From an optimization exercise on the open Yosys and OpenROAD flow, aimed at small area, a short achievable clock period and few clock cycles per item; shortcuts taken in it are not production practice.
Where RTL was checked, it was by simulation tests only, not by an equivalence proof against the original.
The RTL of run 9 was laid out without a check of its function.
Power and IR drop assume default switching activity.

**flow/constraint.sdc**
```tcl
create_clock -name core_clock -period 4.5 [get_ports {clk}]
set_input_delay 0.9000 -clock core_clock [delete_from_list [all_inputs] [get_ports {clk}]]
set_output_delay 0.9000 -clock core_clock [all_outputs]
set_load 0.01 [all_outputs]
```
**flow/config.mk**
```make
export PLATFORM = sky130hd
export DESIGN_NAME = tpe_fparse
export DESIGN_NICKNAME = tpe_fparse
export VERILOG_FILES = /design/flow/design.v
export SDC_FILE = /design/flow/constraint.sdc
export NUM_CORES = 4
export LEC_CHECK = 0
export ABC_CLOCK_PERIOD_IN_PS = 2000
export CAP_MARGIN = 20
export CORE_MARGIN = 2
export CORE_UTILIZATION = 40
export CTS_CLUSTER_DIAMETER = 100
export CTS_CLUSTER_SIZE = 28
export SETUP_SLACK_MARGIN = 2.52
export SLEW_MARGIN = 20
```
**flow/flow/run.sh**
```bash
#!/bin/bash
# The standard layout, with plain buf_1 cells as the port buffers.
set -euo pipefail
export BUFFER_PORTS_ARGS="-buffer_cell sky130_fd_sc_hd__buf_1"
bash standard.sh > standard_flow.log 2>&1
```
**flow/design.v**
```verilog
module tpe_fparse (
    input  wire         clk,
    input  wire         rst,
    input  wire         in_valid,
    input  wire [7:0]   in_data,
    input  wire         in_last,
    output reg          in_ready,
    output reg          out_valid,
    input  wire         out_ready,
    output reg          out_end,
    output wire [7:0]   out_kind,
    output reg          out_success,
    output reg  [31:0]  out_word,
    output wire [15:0]  out_period,
    output reg          out_flag,
    output reg  [103:0] out_temps,
    output reg  [15:0]  out_cursor
);
    localparam [7:0]  SYNC0       = 8'hCA;
    localparam [7:0]  SYNC1       = 8'hFE;
    localparam [15:0] CRC_POLY    = 16'h1021;
    localparam [15:0] CRC_INIT    = 16'hFFFF;
    function [15:0] crc_byte;
        input [15:0] c_in;
        input [7:0]  b;
        reg   [15:0] c;
        integer      i;
        begin
            c = c_in ^ {b, 8'h00};
            for (i = 0; i < 8; i = i + 1)
                c = c[15] ? ((c << 1) ^ CRC_POLY) : (c << 1);
            crc_byte = c;
        end
    endfunction
    reg  [8:0]  fidx;
    reg         rs;
    wire [8:0]  fe = rs ? 9'd0 : fidx;
    reg         hz;            
    wire [5:0]  fsel = {!(rs || hz), fe[4:0]};
    reg  [7:0]  rem;           
    reg         at_last;       
    reg         stopped;       
    reg  [15:0] crc_rx;
    reg  [15:0] crc;
    reg  [2:0]  kind;
    reg         chk;           
    reg  [3:0]  crcgood;       
    reg         lastp;         
    reg         fresh;         
    reg         end_pending;
    reg         end_zero;      
    reg         zq;            
    assign out_kind   = {5'd0, kind};
    assign out_period = out_temps[15:0];
    wire out_free = !out_valid || out_ready;
    wire take = in_valid && in_ready;
    wire wr = !out_valid;      
    wire type_ok = (in_data[7:3] == 5'd0) && (in_data[2:0] != 3'd0) && (in_data[2:0] != 3'd7);
    reg  hdr_bad;
    always @(*) begin
        case (fsel)
            6'd0:    hdr_bad = (in_data != SYNC0);
            6'd1:    hdr_bad = (in_data != SYNC1);
            6'd4:    hdr_bad = !type_ok;
            default: hdr_bad = 1'b0;
        endcase
    end
    wire f6 = (fsel == 6'd6);
    wire frame_done = f6 ? (in_data == 8'd0) : at_last;
    wire [15:0] crc_next = crc_byte(crc, in_data);
    reg  rec_len_ok;
    always @(*) begin
        case (kind)
            3'd4:    rec_len_ok = (fidx >= 9'd24);
            3'd3:    rec_len_ok = (fidx >= 9'd13);
            3'd6:    rec_len_ok = (fidx != 9'd7);
            default: rec_len_ok = 1'b1;
        endcase
    end
    wire        crc_ok   = chk && (&crcgood);
    wire        rec_b    = crc_ok && rec_len_ok;
    wire [9:0]  csum_lo  = {1'b0, out_cursor[8:0]} + {1'b0, fidx};
    wire [6:0]  cur_hi1  = out_cursor[15:9] + 7'd1;
    wire [15:0] csum     = {csum_lo[9] ? cur_hi1 : out_cursor[15:9], csum_lo[8:0]};
    integer k;
    always @(posedge clk) begin
        case (fsel)
            6'd2: crc_rx[7:0]  <= in_data;
            6'd3: crc_rx[15:8] <= in_data;
            6'd4: if (wr) kind        <= in_data[2:0];
            6'd5: if (wr) out_success <= (in_data != 8'd0);
            6'd7: if (wr) out_flag    <= (in_data != 8'd0);
            default: ;
        endcase
        for (k = 0; k < 4; k = k + 1)
            if (wr && fsel == 6'd7 + k) out_word[8*k +: 8] <= in_data;
        for (k = 0; k < 13; k = k + 1)
            if (wr && fsel == 6'd11 + k) out_temps[8*k +: 8] <= in_data;
        if (f6)
            rem <= in_data;
        else if (take)
            rem <= rem - 8'd1;
        if (fsel < 6'd4)
            crc <= CRC_INIT;
        else if (take)
            crc <= crc_next;
        for (k = 0; k < 4; k = k + 1)
            crcgood[k] <= (crc_next[4*k +: 4] == crc_rx[4*k +: 4]);
    end
    reg s0v, s0e, s1v, s1z, s2v;
    reg cur_zero;
    reg restart;
    always @(posedge clk) begin
        s0v = out_valid;   s0e = out_end;
        s1v = end_pending; s1z = end_zero;
        s2v = zq;
        cur_zero = 1'b0;
        restart = take && (in_last || frame_done);
        if (rst) begin
            fidx        <= 9'd0;
            hz          <= 1'b1;
            rs          <= 1'b0;
            at_last     <= 1'b0;
            stopped     <= 1'b0;
            chk         <= 1'b0;
            lastp       <= 1'b0;
            fresh       <= 1'b1;
            end_pending <= 1'b0;
            end_zero    <= 1'b0;
            zq          <= 1'b0;
            out_valid   <= 1'b0;
            in_ready    <= 1'b1;
        end else begin
            chk   <= take && frame_done && !stopped;
            lastp <= take && in_last;
            rs   <= restart;
            fidx <= take ? fe + 9'd1 : fe;
            hz   <= (rs || hz) && !(take && fe[4:0] == 5'h1f);
            if (restart)
                at_last <= 1'b0;
            else if (take)
                at_last <= f6 ? (in_data == 8'd1) : (fsel >= 6'd7 && rem == 8'd2);
            if (take && in_last)
                stopped <= 1'b0;
            else if ((take && !stopped && hdr_bad) || (chk && !(&crcgood) && !lastp))
                stopped <= 1'b1;
            if (crc_ok)
                fresh <= 1'b0;
            if (lastp)
                fresh <= 1'b1;
            if (fresh && !out_valid && !lastp)
                cur_zero = 1'b1;
            if (out_free) begin
                s0v = s1v;  s0e = 1'b1;
                if (s1v && s1z)
                    cur_zero = 1'b1;
                s1v = s2v;  s1z = 1'b1;
                s2v = 1'b0;
            end
            if (rec_b) begin
                s0v = 1'b1; s0e = 1'b0;
                if (lastp) begin
                    s1v = 1'b1; s1z = 1'b0;
                end
            end else if (lastp) begin
                if (!s0v) begin
                    s0v = 1'b1; s0e = 1'b1;
                    if (fresh) cur_zero = 1'b1;
                end else if (!s1v) begin
                    s1v = 1'b1; s1z = s0e;
                    if (fresh && !s0e) cur_zero = 1'b1;
                end else
                    s2v = 1'b1;
            end
            if (crc_ok)
                out_cursor <= csum;
            else if (cur_zero)
                out_cursor <= 16'd0;
            out_valid   <= s0v;
            out_end     <= s0e;
            end_pending <= s1v;
            end_zero    <= s1z;
            zq          <= s2v;
            in_ready    <= !(take && in_last) && !s2v &&
                           !(s0v && (take ? (!(in_last || (!f6 && at_last)) && fsel >= 6'd3)
                                          : (fsel >= 6'd4)));
        end
    end
endmodule
```
**flow/standard.sh**
```bash
#!/bin/bash
# synth_recipe.tcl (not shown) runs the flow's synth.tcl, then flattens the netlist and writes it again
# the make line also repeats each setting of config.mk as NAME=value (left out here)
make -C /OpenROAD-flow-scripts/flow DESIGN_CONFIG=/design/flow/config.mk WORK_HOME=/design/flow/orfs CLKGATE_MAP_FILE= SYNTH_SCRIPT=/design/flow/synth_recipe.tcl "${@:-finish}"
```
==> impl_metrics.csv, run 1 <==
group,metric,value,unit
cts,cts.reportedPaths.clkPinSlew,0.11,ns
die,io_pins,194,
global_routing,grt_use_total,0.170,
yosys,ys.flop_type,"edfxtp_1",
yosys,synthArstFlopShare,0,
placed_design,dp_cells,1063,
power_and_ir_drop,power_leakage,3.76,nW
power_and_ir_drop,peakVddDrop,0.191,mV
die,die_w,153,um
global_routing,grt_max_degree,30,
layout,final_area,10900,um2
global_routing,grt_first_pass_wirelength,31000,um
placed_design,io_buffers,188,
yosys,ys_ff_latch,223,
die,die_area,23300,um2
timing,slew_headroom,0.593,
power_and_ir_drop,power_density,345,nW/um2
cts,insertion_delay,0.48,ns
timing,finClkSkew,0.0230,ns
timing,period_share,0.451,
cts,tritoncts,"built",
timing,finalCriticalPeriod,2.03,ns
placed_design,postPlaceCellArea,9870,um2
setup_path,rrSetupSlack,2.47,ns
global_routing,antenna_found_initial,0,
timing,rsz0062_at_grt,"yes",
yosys,ys_warn_count,1,
drt,viasPerCell,5.00,
timing,max_freq,0.493,GHz
layout,nets,869,
setup_path,required,4.75,ns
cts,ctsHoldBuffers,0,
setup_path,r2r_end,"out_cursor[8]$_SDFFCE_PN0P_",
yosys,synthDistinctLibCells,48,
placed_design,gp_congestion,0.811,
placed_design,place_ws,1.75,ns
drt,drc,0,
placed_design,dp_hpwl,13800,um
timing,slew_violations,0,
timing,hold_slack,0.442,ns
drt,wl_per_cell,18.4,um
die,die_height,153,um
min_path,min_to,"chk$_SDFF_PP0_",
timing,finalSetupViolCount,0,
yosys,synth.avg_cell_area,14.3,um2
global_routing,grt_pass1_vias,5090,
setup_path,critPathArrivalTime,2.28,ns
timing,fin_setup_tns,0,ns
yosys,syn-cell-area,8840,um2
setup_path,rr_worst_depth,9,
layout,fill_cells,1895,
min_path,holdPathStages,1,
cts,cts-root-buf,"clkbuf_16",
timing,finalHoldViolations,0,
yosys,synth_edf_count,182,
layout,multi_input_area,2620,um2
layout,layout.cells.non_filler,1124,
cts,clockBufferDepth,3,
run_status,status,"timing/DRC/antenna clean",
drt,postRouteWirelength,20700,um
drt,ant_nets,0,
drt,drtPass1Iterations,6,
yosys,yosysSeqAreaShare,0.711,
drt,vias,5622,
global_routing,grt_remaining_overflow,0,
setup_path,cp-end-kind,"register",
cts,htreeDepth,1,
drt,drt_iter0_drc,288,
layout,layout-area-overhead-vs-synth,22.7,%
power_and_ir_drop,finalPower,3.75,mW
layout,antenna_cells,0,
setup_path,r2r-start,"out_cursor[1]$_SDFFCE_PN0P_",
die,coreArea,21800,um2
timing,layout_setup_ws,2.47,ns
layout,fin_util,0.499,
min_path,min_path_type,"reg -> reg",
die,initial_core_util,0.406,
yosys,netlist_instances,620,
cts,cts_buffers,12,
setup_path,cp_max_fo,3,
cts,cts.sink_count,223,
run,drv_cap,0,
die,row_count,54,
setup_path,cp-start-kind,"register",
min_path,hold_start,"stopped$_SDFFE_PP0P_",
setup_path,crit_type,"reg -> reg",
timing,worst_pin_slew,0.610,ns
layout,ff_latch_area,6300,um2
layout,drive_above_1_share,0.193,
==> cell type report <==
type,count,area share
Clock buffer,17,0.0314
Sequential cell,223,0.580
Tap cell,280,0.0323
Inverter,16,0.00576
Multi-Input combinational cell,346,0.242
Clock inverter,3,0.00311
Timing Repair Buffer,239,0.106
==> cells by family after synthesis <==
| group | after synthesis | share of synthesized area |
|---|---|---|
| AO/OA/AOI/OAI | 75 | 0.0556 |
| other | 1 | 0.000424 |
| AND/OR/NAND/NOR | 188 | 0.105 |
| buffers and inverters | 55 | 0.0327 |
| adder cells (fa/ha/maj) | 18 | 0.0263 |
| flip-flops | 223 | 0.711 |
| XOR/XNOR | 60 | 0.0688 |
==> worst max-delay path, stage by stage (launching register included) <==
cell,delay (ns)
edfxtp_1,0.42
buf_4,0.13
inv_2,0.03
fa_2,0.41
nor2b_4,0.14
o21ai_2,0.07
a21o_1,0.18
a31oi_1,0.21
xnor2_1,0.15
nor2_1,0.06
==> synth_stat cells, types with 2 or more instances <==
cell type / n / area (um2)
edfxtp_1: 182 / 5470
nand2_1: 57 / 214
dfxtp_1: 41 / 821
nor2_1: 38 / 143
xnor2_1: 33 / 289
buf_4: 21 / 158
and2_1: 20 / 125
ha_1: 17 / 213
inv_1: 16 / 60.1
o21ai_0: 16 / 80.1
xor2_1: 16 / 140
clkbuf_1: 15 / 56.3
nor3_1: 15 / 75.1
o211ai_1: 15 / 113
a21oi_1: 12 / 60.1
a31oi_1: 11 / 68.8
nand3_1: 10 / 50.1
nor2b_1: 10 / 62.6
and3_1: 8 / 50.1
xnor2_2: 8 / 130
nand2b_1: 7 / 43.8
a211oi_1: 5 / 37.5
nand4_1: 5 / 31.3
nor4_1: 5 / 31.3
nor3b_1: 4 / 30.0
a21o_1: 3 / 22.5
xor2_2: 3 / 48.8
a21boi_0: 2 / 15.0
buf_2: 2 / 10.0
nand3b_1: 2 / 15.0
nor4_2: 2 / 25.0
o31ai_1: 2 / 15.0
or2_2: 2 / 12.5
==> metal layers <==
layer  vias to the layer above  track usage  routed length (um)
met4                         0       0.0375                 251
li1                       2646            -                   -
met1                      2746        0.245                9620
met3                        18       0.0284                1240
met2                       212        0.273                9620
met5                         -            0                   0
==> sequential cells by signal, indices dropped and copies added (netlist names), 3 cells and up <==
name / flops
crc: 16
crc_rx: 16
crcgood: 4
fidx: 9
kind: 3
out_cursor: 16
out_temps: 104
out_word: 32
rem: 8
==> worst max-delay path by stage <==
stage / from / endpoint
global placement: in_data[7] / crcgood[3]$_DFF_P_
CTS: out_cursor[1]$_SDFFCE_PN0P_ / out_cursor[1]
detailed placement: in_data[7] / crcgood[3]$_DFF_P_
floorplan: out_ready / out_cursor[10]$_SDFFCE_PN0P_
global route: out_cursor[1]$_SDFFCE_PN0P_ / out_cursor[10]$_SDFFCE_PN0P_
finish: out_cursor[1]$_SDFFCE_PN0P_ / out_cursor[8]$_SDFFCE_PN0P_
==> cells in the final DEF, fill, tap and decap left out, types with 13 or more instances in the layout <==
master     instances
dfxtp_1           35
xor2_1            16
buf_1            169
inv_1             14
edfxtp_1         182
o21ai_0           13
nor2_1            38
o211ai_1          15
buf_4             47
and2_2            15
xnor2_1           29
nand2_1           55
clkbuf_16         13
==> where the power goes <==
group          internal, mW  leakage, nW  total (mW)  switching [mW]
combinational         0.103         1.59       0.256           0.154
clock                 0.553        0.181        1.22           0.662
sequential             2.25         2.00        2.27          0.0213
==> what timing repair did <==
item / CTS / global route
gates resized for setup: 55 / 43
buffers inserted: 21 / 20
endpoints found under the setup margin: 222 / 188
hold endpoints to repair: 0 / 0
pin swaps: 13 / 8
Testbench counts, summed over its fixed seeds: cycles 60,390, bytes 59,167.
==> run 2: changes to the inputs <==
--- a/flow/config.mk
+++ b/flow/config.mk
@@ -13,3 +13,4 @@
 export CTS_CLUSTER_SIZE = 28
-export SETUP_SLACK_MARGIN = 2.52
+export PLACE_DENSITY = 0.8
+export SETUP_SLACK_MARGIN = 2.45
 export SLEW_MARGIN = 20
==> impl_metrics.csv, run 2 <==
group,metric,value,unit
run_status,status,"timing/DRC/antenna clean",
cts,insertion_delay,0.48,ns
placed_design,io_buffers,188,
die,initial_core_util,0.406,
setup_path,required,4.73,ns
cts,clockBufferDepth,3,
cts,cts-root-buf,"clkbuf_16",
layout,drive_above_1_share,0.149,
timing,finalCriticalPeriod,2.08,ns
yosys,synth.avg_cell_area,14.3,um2
timing,slew_violations,0,
yosys,netlist_instances,620,
yosys,yosysTopAreaCell,"edfxtp_1",
die,io_pins,194,
timing,slew_headroom,0.382,
yosys,syn-cell-area,8840,um2
die,coreArea,21800,um2
setup_path,r2r-start,"out_cursor[0]$_SDFFCE_PN0P_",
setup_path,cp-startpoint,"out_cursor[0]$_SDFFCE_PN0P_",
power_and_ir_drop,power_density,338,nW/um2
power_and_ir_drop,finalPower,3.56,mW
layout,final_area,10600,um2
setup_path,rr_worst_depth,9,
min_path,min_path_type,"reg -> reg",
yosys,yosysSeqAreaShare,0.711,
drt,drt_iter0_drc,304,
die,die_area,23300,um2
cts,cts.reportedPaths.clkPinSlew,0.11,ns
yosys,synthDistinctLibCells,48,
setup_path,crit_type,"reg -> reg",
global_routing,grt_max_degree,41,
cts,cts.sink_count,223,
timing,period_share,0.463,
yosys,synthTopCellsByCount,"edfxtp_1, nand2_1, dfxtp_1",
timing,max_freq,0.480,GHz
timing,worst_pin_slew,0.927,ns
cts,tritoncts,"built",
global_routing,grt_pass1_vias,5439,
placed_design,dp_hpwl,13900,um
drt,wl_per_cell,18.3,um
layout,nets,851,
layout,layout-area-overhead-vs-synth,19.4,%
drt,viasPerCell,5.10,
placed_design,dp_cells,1063,
global_routing,grt_remaining_overflow,0,
die,die_height,153,um
timing,finClkSkew,0.0266,ns
yosys,ys.flop_type,"edfxtp_1",
die,row_count,54,
global_routing,grt_use_total,0.168,
timing,finalSetupViolCount,0,
timing,fin_setup_tns,0,ns
setup_path,critPathArrivalTime,2.31,ns
cts,cts_buffers,11,
layout,final_common_cell,"edfxtp_1",
drt,ant_nets,0,
setup_path,cp-end-kind,"register",
yosys,synth_area_leaders,"edfxtp_1, dfxtp_1, xnor2_1",
yosys,synth_edf_count,182,
setup_path,crit_end,"out_cursor[8]$_SDFFCE_PN0P_",
drt,postRouteWirelength,20200,um
die,die_w,153,um
placed_design,postPlaceCellArea,9830,um2
power_and_ir_drop,power_leakage,3.56,nW
layout,largest_registers,"out_temps (104), out_word (32)",
timing,finalHoldViolations,0,
drt,drc,0,
cts,htreeDepth,1,
drt,drtPass1Iterations,4,
drt,vias,5634,
layout,layout.cells.non_filler,1105,
setup_path,cp-start-kind,"register",
timing,rsz0062_at_grt,"yes",
setup_path,r2r_end,"out_cursor[8]$_SDFFCE_PN0P_",
layout,largest_register,"out_temps",
setup_path,cp_max_fo,3,
global_routing,grt_first_pass_wirelength,31000,um
run,drv_cap,0,
yosys,ys_ff_latch,223,
yosys,yosysTopAreaCellShare,0.618,
setup_path,rrSetupSlack,2.42,ns
timing,hold_slack,0.459,ns
yosys,ys_warn_count,1,
layout,largest_reg_flops,104,
placed_design,gp_congestion,0.891,
global_routing,antenna_found_initial,1,
layout,final_cell_mix,"edfxtp_1, buf_1, nand2_1, nor2_1, dfxtp_1",
power_and_ir_drop,peakVddDrop,0.200,mV
yosys,synthArstFlopShare,0,
yosys,yosysMostFrequentCell,"edfxtp_1",
-- run 2: cell types whose count changed in the layout (fill, tap and decap cells not counted), sizes merged --
cell and change:
diode +1, clkbuf -10, inv -3, buf -7
-- run 2: per-stage QoR --
step,utilization,setup WS (ns)
final,0.485,2.42
after floorplan,-,2.46
after global placement,0.452,1.91
after global routing,0.485,2.33
after detailed placement,0.452,1.83
after CTS,0.476,2.41
-- run 2: repair_timing --
item | 4_1_cts | 5_1_grt
resized for setup | 33 | 47
hold buffers | 0 | 0
setup buffers | 16 | 8
pin swaps | 12 | 4
endpoints found under the setup margin | 178 | 131
-- run 2: worst max-delay path, cell delays in order (launching register included) --
cell	delay, ns
edfxtp_1	0.39
ha_2	0.20
inv_2	0.04
fa_2	0.39
nor2b_2	0.14
o21ai_1	0.10
a21o_1	0.20
a31oi_2	0.17
xnor2_1	0.14
nor2_1	0.05
-- run 2: logic make-up (layout without fill, tap and decap cells) --
family | count (synthesis) | in the layout | share of synthesized area
other cells | 1 | 6 | 0.000424
compound gates | 75 | 75 | 0.0556
buf+inv | 55 | 255 | 0.0327
simple gates | 188 | 188 | 0.105
fa+ha+maj | 18 | 18 | 0.0263
xor+xnor | 60 | 60 | 0.0688
flops | 223 | 223 | 0.711
-- run 2: layer usage --
metal / wire (um) / vias to the layer above / track usage / share of wire
met1: 8170 / 2707 / 0.212 / 0.40
met4: 786 / 0 / 0.0754 / 0.039
met5: 0 / - / 0 / 0
met2: 10100 / 266 / 0.288 / 0.50
met3: 1230 / 50 / 0.0250 / 0.061
li1: - / 2611 / - / -
-- run 2: layout make-up --
cell class	instances	area, um2
Antenna cell	1	2.50
Fill cell	1825	11200
Multi-Input combinational cell	346	2530
Sequential cell	223	6300
Inverter	16	62.6
Timing Repair Buffer	222	1020
Clock buffer	17	298
Tap cell	280	350
-- run 2: worst min path at each step --
stage	to	cells after the start	start
after detailed placement	chk$_SDFF_PP0_	1	stopped$_SDFFE_PP0P_
after global placement	chk$_SDFF_PP0_	1	stopped$_SDFFE_PP0P_
final	chk$_SDFF_PP0_	1	stopped$_SDFFE_PP0P_
after global routing	chk$_SDFF_PP0_	1	stopped$_SDFFE_PP0P_
after CTS	chk$_SDFF_PP0_	1	stopped$_SDFFE_PP0P_
after floorplan	chk$_SDFF_PP0_	1	stopped$_SDFFE_PP0P_
-- run 2: where the power goes --
part           total, mW  internal (mW)  leakage (nW)  switching (mW)
registers           2.28           2.25          2.00          0.0233
clock network       1.05          0.463         0.143           0.587
logic              0.238         0.0912          1.42           0.147
==> run 3: changes to the inputs <==
--- a/flow/config.mk
+++ b/flow/config.mk
@@ -10,6 +10,5 @@
 export CORE_MARGIN = 2
-export CORE_UTILIZATION = 40
+export CORE_UTILIZATION = 50
 export CTS_CLUSTER_DIAMETER = 100
 export CTS_CLUSTER_SIZE = 28
-export PLACE_DENSITY = 0.8
 export SETUP_SLACK_MARGIN = 2.45
==> impl_metrics.csv, run 3 <==
group,metric,value,unit
die,die_height,137,um
drt,viasPerCell,5.35,
run,drv_cap,0,
timing,period_share,0.458,
drt,drtPass1Iterations,5,
cts,cts.sink_count,223,
min_path,holdPathStages,1,
setup_path,crit_type,"reg -> out",
yosys,netlist_instances,620,
layout,final_common_cell,"edfxtp_1",
die,initial_core_util,0.511,
layout,final_area,10400,um2
cts,ctsHoldBuffers,0,
timing,rsz0062_at_grt,"yes",
die,die_w,137,um
timing,finalHoldViolations,0,
setup_path,r2r_end,"fidx[8]$_SDFF_PP0_",
placed_design,io_buffers,188,
layout,largest_register,"out_temps",
setup_path,critPathArrivalTime,1.16,ns
layout,final_cell_mix,"edfxtp_1, buf_1, nand2_1, nor2_1, dfxtp_1",
layout,largest_reg_flops,104,
yosys,synth_area_leaders,"edfxtp_1, dfxtp_1, xnor2_1",
yosys,yosysTopAreaCell,"edfxtp_1",
global_routing,grt_first_pass_wirelength,30400,um
timing,worst_pin_slew,0.959,ns
min_path,min_to,"chk$_SDFF_PP0_",
timing,slew_violations,0,
die,io_pins,194,
min_path,hold_start,"stopped$_SDFFE_PP0P_",
yosys,synthTopCellsByCount,"edfxtp_1, nand2_1, dfxtp_1",
timing,hold_slack,0.433,ns
drt,vias,5595,
placed_design,dp_hpwl,14900,um
timing,finalCriticalPeriod,2.06,ns
timing,slew_headroom,0.361,
yosys,ys_warn_count,1,
yosys,synth.avg_cell_area,14.3,um2
yosys,ys_ff_latch,223,
layout,drive_above_1_share,0.138,
run_status,status,"timing/DRC/antenna clean",
power_and_ir_drop,power_leakage,3.53,nW
yosys,ys.flop_type,"edfxtp_1",
placed_design,gp_congestion,0.840,
timing,fin_setup_tns,0,ns
cts,tritoncts,"built",
cts,htreeDepth,1,
yosys,synthArstFlopShare,0,
yosys,yosysSeqAreaShare,0.711,
global_routing,antenna_found_initial,0,
drt,wl_per_cell,20.1,um
setup_path,cp_max_fo,3,
yosys,syn-cell-area,8840,um2
yosys,yosysTopAreaCellShare,0.618,
cts,cts-root-buf,"clkbuf_16",
layout,fill_cells,1390,
drt,ant_nets,0,
yosys,yosysMostFrequentCell,"edfxtp_1",
timing,finClkSkew,0.0177,ns
setup_path,r2r-start,"rs$_SDFF_PP0_",
timing,finalSetupViolCount,0,
die,die_area,18800,um2
global_routing,grt_remaining_overflow,0,
yosys,synthAdderAreaFrac,0.0263,
yosys,synth_top_family_by_area,"simple AND/OR/NAND/NOR gates",
drt,postRouteWirelength,21000,um
yosys,synth_compound_area_frac,0.0556,
yosys,muxShareOfSynthArea,0,
setup_path,rrSetupSlack,2.45,ns
layout,fin_util,0.602,
die,coreArea,17300,um2
cts,clockBufferDepth,3,
yosys,synthXorXnorAreaFrac,0.0688,
cts,cts.reportedPaths.clkPinSlew,0.11,ns
placed_design,postPlaceCellArea,9770,um2
setup_path,cp-start-kind,"register",
yosys,synth_edf_count,182,
global_routing,grt_max_degree,41,
global_routing,grt_pass1_vias,5195,
layout,nets,848,
yosys,synthDistinctLibCells,48,
setup_path,required,3.60,ns
drt,drc,0,
setup_path,cp-end-kind,"output port",
die,row_count,48,
power_and_ir_drop,peakVddDrop,0.267,mV
yosys,synthSimpleGateAreaFrac,0.105,
layout,antenna_cells,0,
drt,drt_iter0_drc,381,
min_path,min_path_type,"reg -> reg",
power_and_ir_drop,power_density,341,nW/um2
global_routing,grt_use_total,0.216,
cts,insertion_delay,0.46,ns
layout,layout-area-overhead-vs-synth,17.8,%
setup_path,rr_worst_depth,7,
cts,cts_buffers,11,
timing,max_freq,0.485,GHz
layout,largest_registers,"out_temps (104), out_word (32)",
==> run 3: cell counts after synthesis <==
Identical to the previous run, type by type.
==> run 3: critical path, cell delays in order, from the launching register on <==
cell and delay, ns:
edfxtp_1 0.43, buf_4 0.15, buf_1 0.13
==> run 3: layout make-up <==
| cell class | instances | area (um2) | area share |
|---|---|---|---|
| inverters | 16 | 60.1 | 0.00577 |
| multi-input cells | 346 | 2500 | 0.240 |
| repair buffers | 219 | 981 | 0.0942 |
| clock buffers | 17 | 298 | 0.0286 |
| well taps | 225 | 282 | 0.0270 |
| flip-flops and latches | 223 | 6300 | 0.605 |
==> run 3: where the power goes <==
part | switching (mW) | internal, mW
sequential | 0.0227 | 2.25
clock | 0.579 | 0.463
combinational | 0.147 | 0.0920
total | 0.748 | 2.81
==> run 3: how the worst max path moves through the flow <==
stage / from / to
after global routing: out_cursor[1]$_SDFFCE_PN0P_ / out_cursor[13]$_SDFFCE_PN0P_
after floorplan: rs$_SDFF_PP0_ / out_temps[32]$_DFFE_PP_
after global placement: in_data[2] / crcgood[1]$_DFF_P_
after CTS: fidx[0]$_SDFF_PP0_ / stopped$_SDFFE_PP0P_
after detailed placement: in_data[2] / stopped$_SDFFE_PP0P_
final: out_cursor[1]$_SDFFCE_PN0P_ / out_cursor[1]
==> run 3: kinds of logic (layout without fill, tap and decap cells) <==
logic type	after synthesis	after routing
xor+xnor	60	60
fa+ha+maj	18	18
flops	223	223
simple gates	188	188
buf+inv	55	252
other cells	1	5
compound gates	75	75
==> run 3: metal layers <==
layer,part of all wire,track usage,routed length [um]
met4,0.018,0.0452,378
met3,0.052,0.0259,1100
met1,0.43,0.293,8980
met2,0.50,0.377,10500
met5,0,0,0
==> run 3: stage by stage <==
step,cells,power [mW],worst slack [ns]
4_1_cts,1034,3.56,2.43
3_3_place_gp,1009,2.54,1.90
5_1_grt,1046,3.67,2.34
3_5_place_dp,1009,2.54,1.83
6_report,1046,3.56,2.44
2_1_floorplan,624,2.46,2.46
==> run 3: what timing repair did <==
item / 4_1_cts / 5_1_grt
gates resized for setup: 34 / 31
setup buffers: 8 / 12
pin swaps: 9 / 2
setup endpoints to repair: 173 / 110
==> run 4: changes to the inputs <==
--- a/flow/config.mk
+++ b/flow/config.mk
@@ -10,3 +10,3 @@
 export CORE_MARGIN = 2
-export CORE_UTILIZATION = 50
+export CORE_UTILIZATION = 40
 export CTS_CLUSTER_DIAMETER = 100
==> impl_metrics.csv, run 4 <==
group,metric,value,unit
die,die_height,153,um
layout,drive_above_1_share,0.143,
power_and_ir_drop,peakVddDrop,0.197,mV
power_and_ir_drop,power_leakage,3.54,nW
yosys,ys_warn_count,1,
yosys,synth_area_leaders,"edfxtp_1, dfxtp_1, xnor2_1",
drt,viasPerCell,5.02,
setup_path,rrSetupSlack,2.49,ns
drt,dr_wl_met3,1300,um
timing,finalHoldViolations,0,
timing,fin_setup_tns,0,ns
power_and_ir_drop,power_density,338,nW/um2
setup_path,crit_type,"reg -> reg",
timing,period_share,0.448,
yosys,netlist_instances,620,
global_routing,antenna_found_initial,0,
yosys,synth.avg_cell_area,14.3,um2
cts,tritoncts,"built",
global_routing,grt_pass1_vias,5291,
cts,cts_buffers,11,
cts,ctsHoldBuffers,0,
min_path,holdPathStages,1,
layout,largest_register,"out_temps",
die,row_count,54,
layout,largest_reg_flops,104,
drt,drc,0,
power_and_ir_drop,finalPower,3.56,mW
min_path,min_path_type,"reg -> reg",
setup_path,r2r-start,"out_cursor[1]$_SDFFCE_PN0P_",
placed_design,dp_hpwl,14000,um
min_path,hold_start,"stopped$_SDFFE_PP0P_",
timing,finClkSkew,0.0223,ns
placed_design,io_buffers,188,
drt,wl_met1,9070,um
die,coreArea,21800,um2
drt,vias,5520,
drt,drt_iter0_drc,331,
global_routing,grt_max_degree,41,
cts,cts.sink_count,223,
min_path,min_to,"chk$_SDFF_PP0_",
timing,slew_violations,0,
setup_path,r2r_end,"out_cursor[14]$_SDFFCE_PN0P_",
run_status,status,"timing/DRC/antenna clean",
layout,largest_registers,"out_temps (104), out_word (32)",
setup_path,cp-end-kind,"register",
timing,max_freq,0.496,GHz
drt,ant_nets,0,
drt,drtPass1Iterations,4,
setup_path,required,4.66,ns
yosys,syn-cell-area,8840,um2
placed_design,place_ws,1.68,ns
yosys,ys.flop_type,"edfxtp_1",
yosys,yosysTopAreaCellShare,0.618,
yosys,synth_edf_count,182,
placed_design,gp_congestion,0.813,
global_routing,grt_remaining_overflow,0,
timing,layout_setup_ws,2.49,ns
drt,postRouteWirelength,20300,um
setup_path,critPathArrivalTime,2.17,ns
cts,clockBufferDepth,3,
cts,cts-root-buf,"clkbuf_16",
drt,wl_met2,9660,um
die,die_w,153,um
timing,worst_pin_slew,0.994,ns
timing,rsz0062_at_grt,"yes",
yosys,yosysMostFrequentCell,"edfxtp_1",
setup_path,cp-start-kind,"register",
die,io_pins,194,
cts,htreeDepth,1,
yosys,synthDistinctLibCells,48,
global_routing,grt_first_pass_wirelength,31300,um
layout,antenna_cells,0,
cts,cts.reportedPaths.clkPinSlew,0.11,ns
yosys,ys_ff_latch,223,
yosys,synthTopCellsByCount,"edfxtp_1, nand2_1, dfxtp_1",
layout,nets,846,
die,initial_core_util,0.406,
layout,final_cell_mix,"edfxtp_1, buf_1, nand2_1, nor2_1, dfxtp_1",
yosys,synthArstFlopShare,0,
timing,finalCriticalPeriod,2.01,ns
yosys,yosysSeqAreaShare,0.711,
die,die_area,23300,um2
layout,layout-area-overhead-vs-synth,19.1,%
drt,top_layer_used,"met4",
global_routing,grt_use_total,0.170,
setup_path,rr_worst_depth,7,
drt,wl_per_cell,18.4,um
yosys,yosysTopAreaCell,"edfxtp_1",
cts,insertion_delay,0.46,ns
setup_path,cp_max_fo,7,
timing,finalSetupViolCount,0,
timing,slew_headroom,0.337,
run,drv_cap,0,
-- run 4: metrics by stage --
| stage | instances | cell area (um2) | hold WS (ns) | util |
|---|---|---|---|---|
| after floorplan | 624 | 8940 | 0.400 | - |
| after global placement | 1062 | 9830 | 0.448 | 0.452 |
| after detailed placement | 1062 | 9830 | 0.419 | 0.452 |
| after CTS | 1085 | 10300 | 0.446 | 0.474 |
| after global routing | 1099 | 10500 | 0.473 | 0.484 |
| final | 1099 | 10500 | 0.456 | 0.484 |
-- run 4: worst max-delay path, stage by stage (launching register included) --
cell and delay [ns]:
edfxtp_1 0.43, ha_1 0.29, a21o_1 0.14, a211oi_2 0.09, o21ai_1 0.13, o311a_1 0.21
nand3_2 0.11, a21boi_4 0.30
-- run 4: layer usage --
metal,GRT usage,vias up
met5,0,-
met4,0.0357,0
met3,0.0282,19
met2,0.282,223
met1,0.239,2686
li1,-,2592
-- run 4: kinds of logic (layout without fill, tap and decap cells) --
| logic type | Yosys count | in the layout | synth area share |
|---|---|---|---|
| buf+inv | 55 | 250 | 0.0327 |
| other cells | 1 | 5 | 0.000424 |
| flops | 223 | 223 | 0.711 |
| simple gates | 188 | 188 | 0.105 |
| fa+ha+maj | 18 | 18 | 0.0263 |
| compound gates | 75 | 75 | 0.0556 |
| xor+xnor | 60 | 60 | 0.0688 |
-- run 4: cell type report --
type                       count  area, um2
sequential                   223       6300
fill                        1934      11200
inverter                      16       60.1
timing repair buffer         217        956
tap                          280        350
multi-input combinational    346       2570
clock buffer                  17        298
-- run 4: how the worst max path moves through the flow --
stage                                   end                         from  cells after the start  slack (ns)
2_1_floorplan       out_temps[32]$_DFFE_PP_                rs$_SDFF_PP0_                      6        2.46
3_5_place_dp           stopped$_SDFFE_PP0P_                   in_data[2]                      6        1.68
4_1_cts                           out_valid         out_valid$_SDFF_PP0_                      1        2.39
6_report       out_cursor[14]$_SDFFCE_PN0P_  out_cursor[1]$_SDFFCE_PN0P_                      7        2.49
3_3_place_gp           stopped$_SDFFE_PP0P_                   in_data[2]                      8        1.77
5_1_grt        out_cursor[12]$_SDFFCE_PN0P_           fidx[3]$_SDFF_PP0_                      6        2.37
-- run 4: what timing repair did --
action                     in CTS  in global routing
setup endpoints to repair     184                110
gates resized for setup        47                 30
pin swaps                       9                  9
buffers inserted                6                 14
hold endpoints to repair        0                  0
-- run 4: report_power, final --
group | total, mW | switching, mW | internal, mW
combinational | 0.233 | 0.145 | 0.0883
sequential | 2.27 | 0.0213 | 2.25
clock | 1.05 | 0.590 | 0.463
total | 3.56 | 0.756 | 2.80
==> run 5: changes to the inputs <==
--- a/flow/config.mk
+++ b/flow/config.mk
@@ -13,2 +13,3 @@
 export CTS_CLUSTER_SIZE = 28
+export GPL_ROUTABILITY_DRIVEN = 0
 export SETUP_SLACK_MARGIN = 2.45
==> impl_metrics.csv, run 5 <==
group,metric,value,unit
run_status,status,"timing/DRC/antenna clean",
die,row_count,54,
drt,drt_iter0_drc,331,
cts,ctsHoldBuffers,0,
die,die_height,153,um
cts,tritoncts,"built",
timing,fin_setup_tns,0,ns
yosys,ys_ff_latch,223,
drt,vias,5520,
setup_path,cp-start-kind,"register",
yosys,yosysTopAreaCell,"edfxtp_1",
power_and_ir_drop,power_leakage,3.54,nW
global_routing,grt_remaining_overflow,0,
power_and_ir_drop,p_comb_frac,0.065,
setup_path,critPathArrivalTime,2.17,ns
drt,drtPass1Iterations,4,
cts,cts.sink_count,223,
cts,htreeDepth,1,
yosys,syn-cell-area,8840,um2
yosys,synthArstFlopShare,0,
setup_path,cp_max_fo,7,
yosys,ys_warn_count,1,
min_path,min_path_type,"reg -> reg",
setup_path,crit_type,"reg -> reg",
yosys,netlist_instances,620,
setup_path,path_cells,"ha_1 -> a21o_1 -> a211oi_2 -> o21ai_1 -> o311a_1 -> nand3_2 -> a21boi_4",
setup_path,crit_slowest_cell,"edfxtp_1",
layout,final_cell_mix,"edfxtp_1, buf_1, nand2_1, nor2_1, dfxtp_1",
timing,finalHoldViolations,0,
timing,hold_slack,0.456,ns
die,die_area,23300,um2
die,initial_core_util,0.406,
layout,fill_cells,1934,
global_routing,antenna_found_initial,0,
timing,max_freq,0.496,GHz
timing,worst_pin_slew,0.994,ns
yosys,synth.avg_cell_area,14.3,um2
placed_design,io_buffers,188,
yosys,synthDistinctLibCells,48,
power_and_ir_drop,peakVddDrop,0.197,mV
setup_path,required,4.66,ns
power_and_ir_drop,power_frac_clock,0.296,
yosys,synth_area_leaders,"edfxtp_1, dfxtp_1, xnor2_1",
cts,cts.reportedPaths.clkPinSlew,0.11,ns
timing,finClkSkew,0.0223,ns
yosys,synthTopCellsByCount,"edfxtp_1, nand2_1, dfxtp_1",
power_and_ir_drop,power_density,338,nW/um2
layout,layout-area-overhead-vs-synth,19.1,%
timing,period_share,0.448,
cts,cts_buffers,11,
power_and_ir_drop,seqPwrFrac,0.639,
yosys,synth_edf_count,182,
yosys,yosysMostFrequentCell,"edfxtp_1",
layout,antenna_cells,0,
setup_path,slowest_delay,0.43,ns
run,drv_cap,0,
drt,wl_per_cell,18.4,um
layout,nets,846,
drt,ant_nets,0,
timing,finalCriticalPeriod,2.01,ns
layout,ff_latch_area,6300,um2
global_routing,grt_first_pass_wirelength,31300,um
global_routing,grt_use_total,0.170,
cts,clockBufferDepth,3,
yosys,ys.flop_type,"edfxtp_1",
layout,largest_registers,"out_temps (104), out_word (32)",
drt,postRouteWirelength,20300,um
global_routing,grt_max_degree,41,
drt,drc,0,
die,die_w,153,um
yosys,yosysSeqAreaShare,0.711,
timing,rsz0062_at_grt,"yes",
timing,finalSetupViolCount,0,
layout,drive_above_1_share,0.143,
cts,cts-root-buf,"clkbuf_16",
timing,slew_headroom,0.337,
die,io_pins,194,
layout,largest_register,"out_temps",
drt,viasPerCell,5.02,
global_routing,grt_pass1_vias,5291,
setup_path,cp-end-kind,"register",
power_and_ir_drop,p_int,2.80,mW
placed_design,dp_hpwl,14000,um
timing,slew_violations,0,
cts,insertion_delay,0.46,ns
layout,multi_input_area,2570,um2
layout,largest_reg_flops,104,
die,coreArea,21800,um2
power_and_ir_drop,switching_share,0.212,
yosys,yosysTopAreaCellShare,0.618,
power_and_ir_drop,p_switching,0.756,mW
run 5: critical path: cells and delay by family, from the launching register on:
| family | cells | cell delay (ns) |
|---|---|---|
| flops | 1 | 0.43 |
| compound gates | 5 | 0.87 |
| fa+ha+maj | 1 | 0.29 |
| simple gates | 1 | 0.11 |
run 5: final timing paths:
check	startpoint	to	slack, ns	cells after the start
worst max-delay path	out_cursor[1]$_SDFFCE_PN0P_	out_cursor[14]$_SDFFCE_PN0P_	2.49	7
worst min register to register	stopped$_SDFFE_PP0P_	chk$_SDFF_PP0_	0.46	1
worst max register to register	out_cursor[1]$_SDFFCE_PN0P_	out_cursor[14]$_SDFFCE_PN0P_	2.49	7
worst min-delay path	stopped$_SDFFE_PP0P_	chk$_SDFF_PP0_	0.46	1
run 5: kinds of logic after synthesis:
| group | count (synthesis) | synth area share |
|---|---|---|
| xor+xnor | 60 | 0.0688 |
| compound gates | 75 | 0.0556 |
| simple gates | 188 | 0.105 |
| other cells | 1 | 0.000424 |
| fa+ha+maj | 18 | 0.0263 |
| flops | 223 | 0.711 |
| buf+inv | 55 | 0.0327 |
run 5: final cells by class:
type,instances,area share
inverter,16,0.00570
multi-input combinational,346,0.244
clock buffer,17,0.0283
tap,280,0.0333
sequential,223,0.598
timing repair buffer,217,0.0908
run 5: metrics by stage:
| stage | total power, mW | area, um2 | util | setup slack, ns | instances |
|---|---|---|---|---|---|
| after CTS | 3.58 | 10300 | 0.474 | 2.39 | 1085 |
| after floorplan | 2.46 | 8940 | - | 2.46 | 624 |
| after global placement | 2.54 | 9830 | 0.452 | 1.77 | 1062 |
| final | 3.56 | 10500 | 0.484 | 2.49 | 1099 |
| after global routing | 3.69 | 10500 | 0.484 | 2.37 | 1099 |
| after detailed placement | 2.54 | 9830 | 0.452 | 1.68 | 1062 |
run 5: power groups by stage:
stage / Clock (mW) / Sequential (mW) / Combinational, mW
2_1_floorplan: 0 / 2.32 / 0.137
3_3_place_gp: 0 / 2.32 / 0.212
3_5_place_dp: 0 / 2.32 / 0.213
4_1_cts: 1.08 / 2.28 / 0.222
5_1_grt: 1.16 / 2.28 / 0.258
6_report: 1.05 / 2.27 / 0.233
run 5: what timing repair did:
item / CTS / global route
pin swaps: 9 / 9
buffers inserted: 6 / 14
endpoints found under the setup margin: 184 / 110
gates resized for setup: 47 / 30
run 5: per-layer routing:
layer / wire (um) / global-route usage / vias to the layer above
li1: - / - / 2592
met4: 234 / 0.0357 / 0
met2: 9660 / 0.282 / 223
met1: 9070 / 0.239 / 2686
met5: 0 / 0 / -
met3: 1300 / 0.0282 / 19
==> run 6: changes to the inputs <==
--- a/flow/config.mk
+++ b/flow/config.mk
@@ -11,5 +11,4 @@
 export CORE_UTILIZATION = 40
-export CTS_CLUSTER_DIAMETER = 100
-export CTS_CLUSTER_SIZE = 28
-export GPL_ROUTABILITY_DRIVEN = 0
+export CTS_CLUSTER_DIAMETER = 80
+export CTS_CLUSTER_SIZE = 22
 export SETUP_SLACK_MARGIN = 2.45
==> impl_metrics.csv, run 6 <==
group,metric,value,unit
die,die_w,153,um
die,die_height,153,um
layout,final_cell_mix,"edfxtp_1, buf_1, nand2_1, nor2_1, dfxtp_1",
global_routing,grt_use_total,0.171,
cts,htreeDepth,1,
placed_design,dp_hpwl,14000,um
cts,ctsHoldBuffers,0,
timing,max_freq,0.487,GHz
setup_path,critPathArrivalTime,2.43,ns
setup_path,slowest_delay,0.42,ns
setup_path,path_cells,"nand2b_4 -> inv_2 -> ha_4 -> and3_2 -> nand4_1 -> or3_1 -> a211oi_2",
cts,insertion_delay,0.47,ns
layout,largest_registers,"out_temps (104), out_word (32)",
yosys,synth_area_leaders,"edfxtp_1, dfxtp_1, xnor2_1",
timing,fin_setup_tns,0,ns
drt,vias,5478,
yosys,ys_ff_latch,223,
cts,cts.sink_count,223,
timing,slew_violations,0,
timing,finalCriticalPeriod,2.05,ns
placed_design,postPlaceCellArea,9830,um2
yosys,netlist_instances,620,
layout,final_area,10600,um2
cts,clockBufferDepth,3,
setup_path,cp_max_fo,15,
drt,drtPass1Iterations,4,
drt,drc,0,
power_and_ir_drop,power_density,358,nW/um2
yosys,yosysTopAreaCellShare,0.618,
yosys,synth_edf_count,182,
global_routing,antenna_found_initial,0,
timing,worst_pin_slew,0.980,ns
layout,final_common_cell,"edfxtp_1",
global_routing,grt_first_pass_wirelength,31500,um
cts,cts.reportedPaths.clkPinSlew,0.09,ns
timing,finClkSkew,0.0160,ns
setup_path,required,4.88,ns
die,row_count,54,
die,die_area,23300,um2
global_routing,grt_max_degree,41,
power_and_ir_drop,peakVddDrop,0.212,mV
drt,viasPerCell,5.00,
setup_path,cp-end-kind,"register",
yosys,syn-cell-area,8840,um2
setup_path,cp-start-kind,"register",
yosys,yosysTopAreaCell,"edfxtp_1",
yosys,ys.flop_type,"edfxtp_1",
yosys,yosysMostFrequentCell,"edfxtp_1",
min_path,min_path_type,"reg -> reg",
cts,cts_buffers,14,
drt,drt_iter0_drc,302,
cts,cts-root-buf,"clkbuf_16",
layout,largest_register,"out_temps",
drt,wl_per_cell,18.5,um
setup_path,rr_worst_depth,7,
yosys,synth.avg_cell_area,14.3,um2
setup_path,crit_slowest_cell,"dfxtp_4",
die,coreArea,21800,um2
timing,hold_slack,0.459,ns
timing,period_share,0.456,
timing,finalHoldViolations,0,
layout,nets,839,
layout,largest_reg_flops,104,
die,initial_core_util,0.406,
timing,finalSetupViolCount,0,
cts,tritoncts,"built",
drt,postRouteWirelength,20300,um
global_routing,grt_remaining_overflow,0,
placed_design,io_buffers,188,
yosys,synthTopCellsByCount,"edfxtp_1, nand2_1, dfxtp_1",
yosys,ys_warn_count,1,
layout,drive_above_1_share,0.134,
timing,rsz0062_at_grt,"yes",
yosys,synthArstFlopShare,0,
layout,antenna_cells,0,
die,io_pins,194,
min_path,holdPathStages,1,
placed_design,gp_congestion,0.813,
layout,layout-area-overhead-vs-synth,19.4,%
global_routing,grt_pass1_vias,5332,
timing,slew_headroom,0.347,
yosys,yosysSeqAreaShare,0.711,
yosys,synthDistinctLibCells,48,
run_status,status,"timing/DRC/antenna clean",
run,drv_cap,0,
power_and_ir_drop,power_leakage,3.55,nW
drt,ant_nets,0,
setup_path,crit_type,"reg -> reg",
[run 6: where the power goes]
part	switching, mW	leakage (nW)	internal, mW	total, mW
Clock	0.649	0.205	0.624	1.27
Sequential	0.0224	2.00	2.25	2.28
Combinational	0.143	1.34	0.0845	0.227
Total	0.814	3.55	2.96	3.78
[run 6: layout make-up]
class	count	area, um2
timing repair buffer	207	882
multi-input combinational	346	2550
fill	1914	11200
tap	280	350
inverter	16	60.1
sequential	223	6300
clock buffer	20	394
clock inverter	3	25.0
[run 6: routing by layer]
metal	track usage	vias up	routed length, um
met5	0	-	0
met4	0.0419	0	290
met3	0.0265	19	1180
met2	0.285	204	9700
met1	0.237	2664	9120
li1	-	2591	-
[run 6: through the flow]
stage               total power, mW  setup WS, ns  std cells  utilization
finish                         3.78          2.45       1095        0.485
CTS                            3.80          2.44       1089        0.479
global placement               2.54          1.77       1062        0.452
global route                   3.90          2.34       1095        0.485
floorplan                      2.46          2.46        624            -
detailed placement             2.54          1.68       1062        0.452
[run 6: worst paths after layout]
| kind | endpoint | startpoint | slack [ns] |
|---|---|---|---|
| max | fidx[8]$_SDFF_PP0_ | rs$_SDFF_PP0_ | 2.45 |
| min | chk$_SDFF_PP0_ | stopped$_SDFFE_PP0P_ | 0.46 |
| max reg2reg | fidx[8]$_SDFF_PP0_ | rs$_SDFF_PP0_ | 2.45 |
| min reg2reg | chk$_SDFF_PP0_ | stopped$_SDFFE_PP0P_ | 0.46 |
[run 6: repair_timing]
action	4_1_cts	5_1_grt
setup buffers	4	6
hold endpoints to repair	0	0
endpoints found under the setup margin	177	117
gates cloned	0	0
gates resized for setup	38	33
pin swaps	7	6
[run 6: kinds of logic after synthesis]
logic type	count (synthesis)	share of synthesized area
DFF	223	0.711
and+or+nand+nor	188	0.105
AOI/OAI and AO/OA	75	0.0556
xor gates and xnor gates	60	0.0688
buffers and inverters	55	0.0327
adders and majority gates	18	0.0263
other	1	0.000424
[run 6: critical path, delay by kind of cell, from the launching register on]
kind / cells / cell delay [ns]
AO/OA/AOI/OAI: 1 / 0.23
flip-flops: 1 / 0.42
buffers and inverters: 1 / 0.09
adder cells (fa/ha/maj): 1 / 0.20
AND/OR/NAND/NOR: 4 / 1.03
==> run 7: changes to the inputs <==
--- a/flow/config.mk
+++ b/flow/config.mk
@@ -11,4 +11,4 @@
 export CORE_UTILIZATION = 40
-export CTS_CLUSTER_DIAMETER = 80
-export CTS_CLUSTER_SIZE = 22
+export CTS_CLUSTER_DIAMETER = 120
+export CTS_CLUSTER_SIZE = 34
 export SETUP_SLACK_MARGIN = 2.45
==> impl_metrics.csv, run 7 <==
group,metric,value,unit
run_status,status,"timing/DRC/antenna clean",
setup_path,path_depth,1,
timing,slew_headroom,0.327,
global_routing,grt_first_pass_wirelength,31300,um
die,coreArea,21800,um2
yosys,netlist_instances,620,
power_and_ir_drop,peakVddDrop,0.216,mV
die,row_count,54,
drt,wl_per_cell,18.4,um
yosys,synthXorXnorAreaFrac,0.0688,
setup_path,required,3.60,ns
global_routing,grt_max_degree,41,
cts,clockBufferDepth,3,
timing,finalHoldViolations,0,
die,io_pins,194,
layout,drive_above_1_share,0.144,
layout,final_cell_mix,"edfxtp_1, buf_1, nand2_1, nor2_1, dfxtp_1",
setup_path,r2r-start,"rs$_SDFF_PP0_",
placed_design,place_ws,1.68,ns
drt,vias,5489,
timing,max_freq,0.493,GHz
timing,layout_setup_ws,2.47,ns
setup_path,slowest_delay,0.48,ns
drt,postRouteWirelength,20200,um
yosys,synth_top_family_by_area,"simple AND/OR/NAND/NOR gates",
die,initial_core_util,0.406,
yosys,synth.avg_cell_area,14.3,um2
setup_path,cp-startpoint,"kind[2]$_DFFE_PP_",
setup_path,path_cells,"clkbuf_2",
die,die_area,23300,um2
global_routing,grt_pass1_vias,5289,
setup_path,cp-end-kind,"output port",
layout,largest_registers,"out_temps (104), out_word (32)",
yosys,muxShareOfSynthArea,0,
drt,ant_nets,0,
setup_path,crit_slowest_cell,"edfxtp_1",
timing,rsz0062_at_grt,"yes",
global_routing,grt.busiest_layer,"met2",
yosys,yosysTopAreaCell,"edfxtp_1",
cts,tritoncts,"built",
layout,final_common_cell,"edfxtp_1",
yosys,ys_warn_count,1,
timing,slew_violations,0,
timing,worst_pin_slew,1.01,ns
setup_path,cp-start-kind,"register",
drt,viasPerCell,5.01,
setup_path,crit_type,"reg -> out",
global_routing,grt_use_total,0.170,
global_routing,grt_remaining_overflow,0,
power_and_ir_drop,power_density,340,nW/um2
cts,cts_buffers,10,
yosys,synthSimpleGateAreaFrac,0.105,
setup_path,cp_max_fo,3,
cts,cts.reportedPaths.clkPinSlew,0.12,ns
timing,period_share,0.450,
yosys,synth_area_leaders,"edfxtp_1, dfxtp_1, xnor2_1",
yosys,syn-cell-area,8840,um2
yosys,synthDistinctLibCells,48,
drt,drc,0,
global_routing,antenna_found_initial,0,
layout,final_area,10500,um2
placed_design,io_buffers,188,
yosys,yosysSeqAreaShare,0.711,
setup_path,path_buf_inv,1,
cts,cts.sink_count,223,
layout,fin_util,0.483,
layout,antenna_cells,0,
layout,layout.cells.non_filler,1095,
timing,finClkSkew,0.0150,ns
setup_path,rrSetupSlack,2.48,ns
layout,largest_register,"out_temps",
cts,insertion_delay,0.47,ns
drt,drt_iter0_drc,279,
yosys,synthTopCellsByCount,"edfxtp_1, nand2_1, dfxtp_1",
setup_path,crit_family,"flip-flops",
run,drv_cap,0,
timing,finalCriticalPeriod,2.03,ns
yosys,ys.flop_type,"edfxtp_1",
die,die_w,153,um
yosys,yosysTopAreaCellShare,0.618,
global_routing,met2_usage,0.278,
placed_design,dp_cells,1062,
global_routing,use_met1,0.241,
setup_path,critPathArrivalTime,1.13,ns
global_routing,grtUsageMet3,0.0256,
setup_path,crit_end,"out_kind[2]",
placed_design,postPlaceCellArea,9830,um2
power_and_ir_drop,power_leakage,3.53,nW
drt,drtPass1Iterations,4,
layout,largest_reg_flops,104,
min_path,min_path_type,"reg -> reg",
yosys,synth_edf_count,182,
timing,fin_setup_tns,0,ns
cts,cts-root-buf,"clkbuf_16",
yosys,synth_compound_area_frac,0.0556,
yosys,synthArstFlopShare,0,
yosys,synthAdderAreaFrac,0.0263,
layout,nets,842,
setup_path,r2r_end,"at_last$_SDFFE_PP0P_",
timing,finalSetupViolCount,0,
min_path,holdPathStages,1,
cts,htreeDepth,1,
layout,layout-area-overhead-vs-synth,18.8,%
placed_design,gp_congestion,0.813,
die,die_height,153,um
yosys,ys_ff_latch,223,
setup_path,rr_worst_depth,7,
placed_design,dp_hpwl,14000,um
yosys,yosysMostFrequentCell,"edfxtp_1",
run 7: worst min path at each step:
stage | from | to | slack (ns)
finish | stopped$_SDFFE_PP0P_ | chk$_SDFF_PP0_ | 0.46
global route | stopped$_SDFFE_PP0P_ | chk$_SDFF_PP0_ | 0.47
CTS | stopped$_SDFFE_PP0P_ | chk$_SDFF_PP0_ | 0.45
detailed placement | stopped$_SDFFE_PP0P_ | chk$_SDFF_PP0_ | 0.42
global placement | stopped$_SDFFE_PP0P_ | chk$_SDFF_PP0_ | 0.45
floorplan | stopped$_SDFFE_PP0P_ | chk$_SDFF_PP0_ | 0.40
run 7: where the power goes:
part | internal [mW] | switching [mW] | leakage (nW)
Combinational | 0.0864 | 0.144 | 1.39
Sequential | 2.25 | 0.0216 | 2.00
Clock | 0.462 | 0.606 | 0.148
Total | 2.80 | 0.772 | 3.53
run 7: cells by family (layout without fill, tap and decap cells):
family | count (synthesis) | after routing
AND/OR/NAND/NOR | 188 | 188
AO/OA/AOI/OAI | 75 | 75
flip-flops | 223 | 223
other | 1 | 5
buffers and inverters | 55 | 246
XOR/XNOR | 60 | 60
adder cells (fa/ha/maj) | 18 | 18
run 7: repair_timing:
item | CTS | global route
pin swaps | 8 | 8
hold buffers | 0 | 0
gates resized for setup | 48 | 28
buffers inserted | 7 | 10
setup endpoints to repair | 179 | 105
run 7: area by class of cell:
class / count / area [um2]
flip-flops and latches: 223 / 6300
clock buffers: 14 / 287
well taps: 280 / 350
fillers: 1919 / 11200
multi-input cells: 346 / 2560
repair buffers: 214 / 932
inverters: 16 / 60.1
clock inverters: 2 / 17.5
run 7: per-stage QoR:
step / hold WS (ns) / power, mW
after floorplan: 0.400 / 2.46
after global placement: 0.448 / 2.54
after detailed placement: 0.419 / 2.54
after CTS: 0.448 / 3.59
after global routing: 0.473 / 3.70
final: 0.459 / 3.57
run 7: routing by layer:
metal  vias to the layer above  routed length, um
li1                       2595                  -
met1                      2659               9210
met2                       209               9530
met3                        26               1100
met4                         0                357
met5                         -                  0
==> run 8: changes to the inputs <==
--- a/flow/config.mk
+++ b/flow/config.mk
@@ -10,5 +10,6 @@
 export CORE_MARGIN = 2
-export CORE_UTILIZATION = 40
-export CTS_CLUSTER_DIAMETER = 120
-export CTS_CLUSTER_SIZE = 34
+export CORE_UTILIZATION = 45
+export CTS_CLUSTER_DIAMETER = 100
+export CTS_CLUSTER_SIZE = 28
+export PLACE_DENSITY = 0.7
 export SETUP_SLACK_MARGIN = 2.45
==> impl_metrics.csv, run 8 <==
group,metric,value,unit
yosys,synthDistinctLibCells,48,
die,row_count,51,
yosys,ys_ff_latch,223,
die,die_area,20800,um2
layout,antenna_cells,0,
timing,worst_pin_slew,0.594,ns
timing,slew_violations,0,
drt,drt_iter0_drc,464,
drt,vias,5463,
die,initial_core_util,0.456,
cts,htreeDepth,1,
layout,multi_input_area,2520,um2
global_routing,grtUsageMet3,0.0242,
drt,wl_per_cell,18.3,um
placed_design,gp_congestion,0.839,
drt,ant_nets,0,
run,drv_cap,0,
layout,largest_register,"out_temps",
timing,finalCriticalPeriod,2.08,ns
cts,clockBufferDepth,3,
timing,slew_headroom,0.603,
global_routing,grt_max_degree,41,
power_and_ir_drop,switching_share,0.210,
yosys,synth_edf_count,182,
yosys,syn-cell-area,8840,um2
cts,tritoncts,"built",
yosys,yosysTopAreaCell,"edfxtp_1",
power_and_ir_drop,power_leakage,3.51,nW
cts,cts-root-buf,"clkbuf_16",
timing,rsz0062_at_grt,"yes",
timing,period_share,0.462,
layout,fill_cells,1567,
global_routing,grt_first_pass_wirelength,29100,um
die,io_pins,194,
die,die_w,144,um
layout,ff_latch_area,6300,um2
global_routing,grt.busiest_layer,"met2",
setup_path,critPathArrivalTime,2.27,ns
global_routing,met2_usage,0.325,
timing,layout_setup_ws,2.42,ns
cts,cts.reportedPaths.clkPinSlew,0.11,ns
global_routing,grt_pass1_vias,4985,
global_routing,use_met1,0.242,
layout,largest_registers,"out_temps (104), out_word (32)",
yosys,yosysSeqAreaShare,0.711,
layout,layout-area-overhead-vs-synth,18.2,%
drt,viasPerCell,5.05,
run_status,status,"timing/DRC/antenna clean",
timing,finalSetupViolCount,0,
power_and_ir_drop,power_density,340,nW/um2
yosys,synthArstFlopShare,0,
timing,fin_setup_tns,0,ns
die,coreArea,19400,um2
setup_path,crit_type,"reg -> reg",
yosys,netlist_instances,620,
power_and_ir_drop,p_switching,0.747,mW
yosys,synthTopCellsByCount,"edfxtp_1, nand2_1, dfxtp_1",
setup_path,required,4.69,ns
global_routing,grt_remaining_overflow,0,
drt,drtPass1Iterations,5,
power_and_ir_drop,seqPwrFrac,0.641,
layout,final_cell_mix,"edfxtp_1, buf_1, nand2_1, nor2_1, dfxtp_1",
layout,largest_reg_flops,104,
yosys,synth.avg_cell_area,14.3,um2
die,die_height,144,um
power_and_ir_drop,power_frac_clock,0.294,
drt,postRouteWirelength,19900,um
placed_design,dp_hpwl,13900,um
placed_design,io_buffers,188,
power_and_ir_drop,p_comb_frac,0.066,
setup_path,cp-end-kind,"register",
yosys,ys_warn_count,1,
layout,nets,844,
cts,insertion_delay,0.47,ns
timing,max_freq,0.481,GHz
layout,layout.cells.non_filler,1082,
cts,cts_buffers,11,
min_path,min_path_type,"reg -> reg",
drt,drc,0,
cts,ctsHoldBuffers,0,
global_routing,antenna_found_initial,0,
cts,cts.sink_count,223,
timing,finalHoldViolations,0,
layout,final_common_cell,"edfxtp_1",
yosys,yosysTopAreaCellShare,0.618,
layout,drive_above_1_share,0.140,
global_routing,grt_use_total,0.183,
yosys,yosysMostFrequentCell,"edfxtp_1",
setup_path,cp_max_fo,7,
placed_design,place_ws,1.76,ns
power_and_ir_drop,p_int,2.80,mW
placed_design,dp_cells,1048,
yosys,synth_area_leaders,"edfxtp_1, dfxtp_1, xnor2_1",
power_and_ir_drop,peakVddDrop,0.201,mV
timing,finClkSkew,0.0211,ns
yosys,ys.flop_type,"edfxtp_1",
setup_path,cp-start-kind,"register",
## run 8: cell counts after synthesis
Identical to the previous run, type by type.
## run 8: worst max-delay path, stage by stage, from the launching register on
cell and delay (ns):
edfxtp_1 0.44, ha_1 0.31, a21o_1 0.15, a211oi_2 0.09, o21ai_1 0.14, o311a_1 0.24, nand3_2 0.11, a21boi_4 0.19
buf_12 0.14
## run 8: worst paths after layout
check        cells past startpoint  slack [ns]                        start                           end
max                              8        2.42  out_cursor[1]$_SDFFCE_PN0P_  out_cursor[11]$_SDFFCE_PN0P_
min                              1        0.48         stopped$_SDFFE_PP0P_                chk$_SDFF_PP0_
max reg2reg                      8        2.42  out_cursor[1]$_SDFFCE_PN0P_  out_cursor[11]$_SDFFCE_PN0P_
min reg2reg                      1        0.48         stopped$_SDFFE_PP0P_                chk$_SDFF_PP0_
## run 8: area by class of cell
type	count	share of cell area
clock buffer	17	0.0285
inverter	16	0.00574
sequential	223	0.603
tap	265	0.0317
timing repair buffer	215	0.0905
multi-input combinational	346	0.241
## run 8: logic make-up (layout without fill, tap and decap cells)
| logic type | count (synthesis) | count (layout) | synth area share |
|---|---|---|---|
| simple gates | 188 | 188 | 0.105 |
| other cells | 1 | 5 | 0.000424 |
| compound gates | 75 | 75 | 0.0556 |
| flops | 223 | 223 | 0.711 |
| xor+xnor | 60 | 60 | 0.0688 |
| fa+ha+maj | 18 | 18 | 0.0263 |
| buf+inv | 55 | 248 | 0.0327 |
## run 8: power by group through the flow
stage          Sequential, mW  Clock (mW)  Combinational (mW)
2_1_floorplan            2.32           0               0.137
3_3_place_gp             2.32           0               0.210
3_5_place_dp             2.32           0               0.214
4_1_cts                  2.28        1.06               0.226
5_1_grt                  2.28        1.13               0.256
6_report                 2.28        1.04               0.233
## run 8: routing by layer
| metal | routed length, um | part of all wire | up-vias |
|---|---|---|---|
| li1 | - | - | 2599 |
| met1 | 8450 | 0.43 | 2648 |
| met3 | 1090 | 0.055 | 21 |
| met5 | 0 | 0 | - |
| met2 | 10000 | 0.50 | 195 |
| met4 | 296 | 0.015 | 0 |
## run 8: stage by stage
step                      instance area, um2  utilization  power (mW)  hold slack (ns)
final                                  10500        0.539        3.55            0.482
after global routing                   10500        0.539        3.66            0.503
after CTS                              10300        0.532        3.56            0.472
after detailed placement                9820        0.506        2.54            0.453
after global placement                  9820        0.506        2.53            0.468
after floorplan                         8940            -        2.46            0.400
## run 8: repair_timing
item	CTS	global route
buffers inserted	10	7
resized for setup	41	24
setup endpoints to repair	188	133
pin swaps	8	4
==> run 9: changes to the inputs <==
--- a/flow/design.v
+++ b/flow/design.v
@@ -46,3 +46,3 @@
     reg         chk;           
-    reg  [3:0]  crcgood;       
+    reg  [1:0]  crcgood;       
     reg         lastp;         
@@ -106,4 +106,4 @@
             crc <= crc_next;
-        for (k = 0; k < 4; k = k + 1)
-            crcgood[k] <= (crc_next[4*k +: 4] == crc_rx[4*k +: 4]);
+        for (k = 0; k < 2; k = k + 1)
+            crcgood[k] <= (crc_next[8*k +: 8] == crc_rx[8*k +: 8]);
     end
--- a/flow/config.mk
+++ b/flow/config.mk
@@ -10,6 +10,5 @@
 export CORE_MARGIN = 2
-export CORE_UTILIZATION = 45
+export CORE_UTILIZATION = 40
 export CTS_CLUSTER_DIAMETER = 100
 export CTS_CLUSTER_SIZE = 28
-export PLACE_DENSITY = 0.7
 export SETUP_SLACK_MARGIN = 2.45
==> impl_metrics.csv, run 9 <==
group,metric,value,unit
yosys,yosysTopAreaCell,"edfxtp_1",
layout,layout-area-overhead-vs-synth,19.3,%
timing,worst_pin_slew,0.921,ns
yosys,syn-cell-area,8830,um2
die,die_area,23300,um2
placed_design,dp_hpwl,13900,um
drt,ant_nets,0,
drt,viasPerCell,4.99,
setup_path,cp-end-kind,"output port",
timing,max_freq,0.489,GHz
timing,finalSetupViolCount,0,
yosys,ys_ff_latch,221,
yosys,netlist_instances,630,
layout,final_common_cell,"buf_1",
drt,postRouteWirelength,20300,um
yosys,ys.flop_type,"edfxtp_1",
power_and_ir_drop,peakVddDrop,0.194,mV
placed_design,gp_congestion,0.775,
yosys,yosysSeqAreaShare,0.707,
timing,finalCriticalPeriod,2.04,ns
run_status,status,"timing/DRC/antenna clean",
setup_path,required,3.60,ns
layout,fin_util,0.484,
die,io_pins,194,
power_and_ir_drop,finalPower,3.55,mW
layout,drive_above_1_share,0.136,
cts,cts.sink_count,221,
timing,rsz0062_at_grt,"yes",
layout,antenna_cells,0,
yosys,ys_warn_count,1,
global_routing,grt_remaining_overflow,0,
cts,tritoncts,"built",
yosys,synth_area_leaders,"edfxtp_1, dfxtp_1, xnor2_1",
die,die_height,153,um
global_routing,grt_pass1_vias,5273,
timing,finalHoldViolations,0,
min_path,hold_start,"stopped$_SDFFE_PP0P_",
layout,largest_reg_flops,104,
drt,vias,5532,
run,drv_cap,0,
global_routing,grt_first_pass_wirelength,31000,um
yosys,synthDistinctLibCells,54,
setup_path,cp_max_fo,2,
yosys,yosysTopAreaCellShare,0.619,
yosys,synth_edf_count,182,
setup_path,crit_type,"reg -> out",
cts,htreeDepth,1,
setup_path,cp-start-kind,"register",
setup_path,r2r-start,"fidx[4]$_SDFF_PP0_",
cts,insertion_delay,0.46,ns
timing,period_share,0.454,
yosys,yosysMostFrequentCell,"edfxtp_1",
die,die_w,153,um
drt,drtPass1Iterations,5,
die,initial_core_util,0.406,
placed_design,postPlaceCellArea,9840,um2
timing,finClkSkew,0.0121,ns
power_and_ir_drop,power_density,337,nW/um2
setup_path,critPathArrivalTime,1.14,ns
drt,wl_per_cell,18.3,um
timing,slew_violations,0,
cts,cts_buffers,11,
layout,largest_register,"out_temps",
yosys,synthTopCellsByCount,"edfxtp_1, nand2_1, dfxtp_1",
layout,final_area,10500,um2
layout,largest_registers,"out_temps (104), out_word (32)",
power_and_ir_drop,power_leakage,3.50,nW
yosys,synth.avg_cell_area,14.0,um2
die,row_count,54,
cts,cts.reportedPaths.clkPinSlew,0.11,ns
timing,slew_headroom,0.386,
run 9: cell count changes in the layout (fill, tap and decap cells not counted), sizes merged, moves of 3 or more:
cell,previous run,this run
a21oi,12,16
nand2b,7,4
xnor2,41,37
and2,20,24
nor4,7,4
xor2,19,24
nand3,10,18
run 9: cell type report:
| type | instances | area [um2] |
|---|---|---|
| well taps | 280 | 350 |
| multi-input cells | 362 | 2660 |
| flip-flops and latches | 221 | 6260 |
| clock buffers | 16 | 294 |
| repair buffers | 214 | 918 |
| clock inverters | 1 | 5.00 |
| fillers | 1948 | 11200 |
| inverters | 14 | 52.6 |
run 9: worst paths after layout:
kind,end,slack (ns),cells past startpoint
max reg2reg,out_word[21]$_DFFE_PP_,2.46,5
min,chk$_SDFF_PP0_,0.46,1
min reg2reg,chk$_SDFF_PP0_,0.46,1
max,out_cursor[0],2.46,2
run 9: what timing repair did:
item / CTS / global route
gates resized for setup: 53 / 35
pin swaps: 5 / 13
buffers inserted: 5 / 10
setup endpoints to repair: 191 / 151
run 9: cells by family after synthesis:
logic type                 after synthesis  synth area share
other                                    1          0.000425
AOI/OAI and AO/OA                       76            0.0554
and+or+nand+nor                        201             0.112
DFF                                    221             0.707
adders and majority gates               18            0.0263
muxes                                    1           0.00113
xor gates and xnor gates                61            0.0669
buffers and inverters                   51            0.0306
run 9: report_power, final:
group          internal (mW)  switching, mW  leakage [nW]
Clock                  0.462          0.592         0.145
Sequential              2.23         0.0241          1.98
Combinational         0.0911          0.147          1.38
Total                   2.79          0.763          3.50
run 9: routing by layer:
layer | vias up | track usage | wire length (um)
met2 | 202 | 0.270 | 9470
met3 | 14 | 0.0230 | 1080
li1 | 2637 | - | -
met1 | 2679 | 0.247 | 9520
met5 | - | 0 | 0
met4 | 0 | 0.0300 | 180
run 9: per-stage QoR:
step | hold slack, ns | cells | worst slack, ns
2_1_floorplan | 0.402 | 634 | 2.36
6_report | 0.464 | 1108 | 2.46
3_5_place_dp | 0.428 | 1076 | 1.50
4_1_cts | 0.450 | 1098 | 2.36
3_3_place_gp | 0.436 | 1076 | 1.66
5_1_grt | 0.485 | 1108 | 2.35
run 9: critical path: stages, from the launching register on:
cell      delay, ns
edfxtp_1       0.41
buf_4          0.14
buf_1          0.13
